Source: an optimization exercise on an open RTL-to-GDS flow (aim: small area). Production flows keep margins and buffers that such runs may drop. At most, simulation tests tie the RTL to the original design; equivalence was not proved.

==> inputs of job 5900 <==
Design crc_link_engine, start of the top module:
module crc_link_engine (
    input  wire        clk,
    input  wire        rst,           
    input  wire        host_wr,
    input  wire [15:0] host_addr,
    input  wire [7:0]  host_wdata,
    output reg  [7:0]  host_rdata,
    input  wire        rx_valid,
    input  wire [7:0]  rx_data,
    output reg         rx_ready,
    output wire        tx_valid,
    output reg  [7:0]  tx_data,
    input  wire        tx_ready,
    output wire        busy
);
Settings: LEC_CHECK=0, CAP_MARGIN=20, CORE_MARGIN=2, CORE_UTILIZATION=45, PLACE_DENSITY=0.6, SLEW_MARGIN=20; clock period 10.0 ns.
run.sh (not shown) runs the stock make flow with config.mk's settings and CLKGATE_MAP_FILE= SYNTH_SCRIPT=/design/flow/synth_recipe.tcl, a recipe that flattens the netlist after the stock synthesis.
==> inputs of job 6079, as changes to job 5900 <==
--- a/flow/design.v
+++ b/flow/design.v
@@ -70,23 +70,56 @@
     reg [7:0]      wp;            
     assign busy     = (state >= S_DRAIN) && (state <= S_DRAIN_TR);
     wire m_drain = (state == S_DRAIN) || (state == S_DRAIN_TR);
     wire m_ack   = (state == S_AWAIT_ACK) || (state == S_RETRY);
     wire m_rsp   = (state == S_AWAIT_RSP);
     wire [7:0] bidx = host_addr[7:0];
     wire       in_buf = (host_addr[15:8] == 8'h01) && (bidx < resp_len);
-    wire [8:0] pd = {1'b0, wp} + {1'b1, ~bidx};        
-    wire [7:0] pos = pd[8] ? (pd[7:0] - 8'd9) : pd[7:0];   
-    reg [7:0] buf_rd;
-    integer k;
+    wire [7:0] wm9 = wp - 8'd9;
+    wire [7:0] pa, pb;
+    wire       ca, cb;
+    cle_addn ua (.x(wp),  .xn(~wp),  .n(bidx), .s(pa), .co(ca));
+    cle_addn ub (.x(wm9), .xn(~wm9), .n(bidx), .s(pb), .co(cb));
+    wire [7:0] pos = ca ? pa : pb;
+    reg  [15:0] dh, dl;
     always @(*) begin
-        buf_rd = 8'h00;
-        for (k = 0; k < NB; k = k + 1)
-            if (pos == k) buf_rd = buf_rd | ring[8*k +: 8];
+        dh = 16'd0; dl = 16'd0;
+        dh[pos[7:4]] = 1'b1;
+        dl[pos[3:0]] = 1'b1;
     end
+    wire [NB-1:0] sb;
+    wire [7:0]    buf_rd;
+    genvar gk, gb, gp;
+    generate
+        for (gk = 0; gk < NB; gk = gk + 1) begin : sel
+            cle_nand2 u (.a(dh[gk/16]), .b(dl[gk%16]), .y(sb[gk]));
+        end
+        for (gb = 0; gb < 8; gb = gb + 1) begin : rd
+            wire [123:0] y;
+            wire [61:0]  z1;          
+            wire [15:0]  z2;          
+            wire [3:0]   z3;          
+            for (gp = 0; gp < 123; gp = gp + 1) begin : pr
+                cle_o22ai u (.a1(ring[16*gp + gb]), .a2(sb[2*gp]),
+                             .b1(ring[16*gp + 8 + gb]), .b2(sb[2*gp + 1]), .y(y[gp]));
+            end
+            cle_nor2 ul (.a(ring[8*(NB-1) + gb]), .b(sb[NB-1]), .y(y[123]));
+            for (gp = 0; gp < 62; gp = gp + 1) begin : l1
+                cle_nor2 u (.a(y[2*gp]), .b(y[2*gp+1]), .y(z1[gp]));
+            end
+            for (gp = 0; gp < 15; gp = gp + 1) begin : l2
+                cle_nand4 u (.a(z1[4*gp]), .b(z1[4*gp+1]), .c(z1[4*gp+2]), .d(z1[4*gp+3]), .y(z2[gp]));
+            end
+            cle_nand2 l2l (.a(z1[60]), .b(z1[61]), .y(z2[15]));
+            for (gp = 0; gp < 4; gp = gp + 1) begin : l3
+                cle_nor4 u (.a(z2[4*gp]), .b(z2[4*gp+1]), .c(z2[4*gp+2]), .d(z2[4*gp+3]), .y(z3[gp]));
+            end
+            assign buf_rd[gb] = &z3;
+        end
+    endgenerate
     always @(*) begin
         case (host_addr)
             16'h0001: host_rdata = {1'b0, rej, retried, busy, state};
             16'h0002: host_rdata = {5'b0, result};
             16'h0003: host_rdata = req_tc;
             16'h0004: host_rdata = req_iid;
             16'h0005: host_rdata = req_rc;
@@ -362,7 +395,78 @@
                     end
                     default: ;
                 endcase
             end
         end
     end
 endmodule
+module cle_nand2 (input wire a, input wire b, output wire y);
+    assign y = ~(a & b);
+endmodule
+module cle_nor2 (input wire a, input wire b, output wire y);
+    assign y = ~(a | b);
+endmodule
+module cle_o22ai (input wire a1, input wire a2, input wire b1, input wire b2, output wire y);
+    assign y = ~((a1 | a2) & (b1 | b2));
+endmodule
+module cle_nand4 (input wire a, input wire b, input wire c, input wire d, output wire y);
+    assign y = ~(a & b & c & d);
+endmodule
+module cle_nor4 (input wire a, input wire b, input wire c, input wire d, output wire y);
+    assign y = ~(a | b | c | d);
+endmodule
+module cle_xnor2 (input wire a, input wire b, output wire y);
+    assign y = ~(a ^ b);
+endmodule
+module cle_xor2 (input wire a, input wire b, output wire y);
+    assign y = a ^ b;
+endmodule
+module cle_a21o (input wire a1, input wire a2, input wire b1, output wire y);
+    assign y = (a1 & a2) | b1;
+endmodule
+module cle_and2 (input wire a, input wire b, output wire y);
+    assign y = a & b;
+endmodule
+module cle_addn (input wire [7:0] x, input wire [7:0] xn, input wire [7:0] n,
+                 output wire [7:0] s, output wire co);
+    wire [7:0] g0, p0, g1, p1, g2, p2, g3;
+    genvar i;
+    generate
+        for (i = 0; i < 8; i = i + 1) begin : b
+            cle_nor2  ug (.a(xn[i]), .b(n[i]), .y(g0[i]));
+            cle_xnor2 up (.a(x[i]), .b(n[i]), .y(p0[i]));
+            if (i >= 1) begin : l1
+                cle_a21o ug1 (.a1(p0[i]), .a2(g0[i-1]), .b1(g0[i]), .y(g1[i]));
+                if (i >= 2) begin : lp1
+                    cle_and2 up1 (.a(p0[i]), .b(p0[i-1]), .y(p1[i]));
+                end else begin : np1
+                    assign p1[i] = 1'b0;
+                end
+            end else begin : n1
+                assign g1[i] = g0[i];
+                assign p1[i] = 1'b0;
+            end
+            if (i >= 2) begin : l2
+                cle_a21o ug2 (.a1(p1[i]), .a2(g1[i-2]), .b1(g1[i]), .y(g2[i]));
+                if (i >= 4) begin : lp2
+                    cle_and2 up2 (.a(p1[i]), .b(p1[i-2]), .y(p2[i]));
+                end else begin : np2
+                    assign p2[i] = 1'b0;
+                end
+            end else begin : n2
+                assign g2[i] = g1[i];
+                assign p2[i] = 1'b0;
+            end
+            if (i >= 4) begin : l3
+                cle_a21o ug3 (.a1(p2[i]), .a2(g2[i-4]), .b1(g2[i]), .y(g3[i]));
+            end else begin : n3
+                assign g3[i] = g2[i];
+            end
+            if (i >= 1) begin : ls
+                cle_xor2 us (.a(p0[i]), .b(g3[i-1]), .y(s[i]));
+            end else begin : ns
+                assign s[i] = p0[i];
+            end
+        end
+    endgenerate
+    assign co = g3[7];
+endmodule
CORE_UTILIZATION = 60   (was 45)
CTS_BUF_LIST = sky130_fd_sc_hd__clkbuf_8 sky130_fd_sc_hd__clkbuf_16   (was unset)
CTS_CLUSTER_DIAMETER = 100   (was unset)
CTS_CLUSTER_SIZE = 24   (was unset)
GPL_TIMING_DRIVEN = 0   (was unset)
PLACE_DENSITY = 0.7   (was 0.6)
SETUP_SLACK_MARGIN = 0.2   (was unset)
SYNTH_HIERARCHICAL = 1   (was unset)
SYNTH_MINIMUM_KEEP_SIZE = 0   (was unset)
==> reports/results.ini <==
[timing]
setup_viol=3
finalWorstSetupSlack_ns=-0.0500

[run_status]
outcome=complete, but fails checks
so.violations=setup timing

# the run above: job 5900

==> reports/results.ini <==
[timing]
setup_viol=0
finalWorstSetupSlack_ns=0.368

[run_status]
outcome=no timing/DRC/antenna violations

[synthesis]
synth_area_sq_um=65200

[worst_setup_path]
path_class=input port to output pin

# the run above: job 6079

Function not checked in job 6079: the RTL went through the layout flow alone.

[port drivers added, routing unchanged]
How much do the figures lean on ideal ports? The routed layouts below were timed once more, with nothing changed but the port constraints. Step 1, drivers: a clkbuf_16 drives clk and a buf_2 each remaining input, both assumed. Step 2 times the ports against the registers' clock, not the clock port: input delays grow and output delays shrink by t, the midpoint of the rising clock arrivals with the driver on. Slacks: no drivers / after step 1 / after step 2; pairs: no drivers / after step 1.
run	t, ns	setup WS [ns]	hold slack, ns	worst slew at a driven data input, ns
job 5900	0.938	-0.050 / -0.083 / -0.083	0.310 / 0.310 / 0.310	0.04
job 6079	0.793	0.368 / 0.343 / 0.343	0.329 / 0.329 / 0.329	0.07
For job 5900, which loses most, drivers alone change the setup slack by -0.033 ns; drivers and shift together by -0.033 ns.
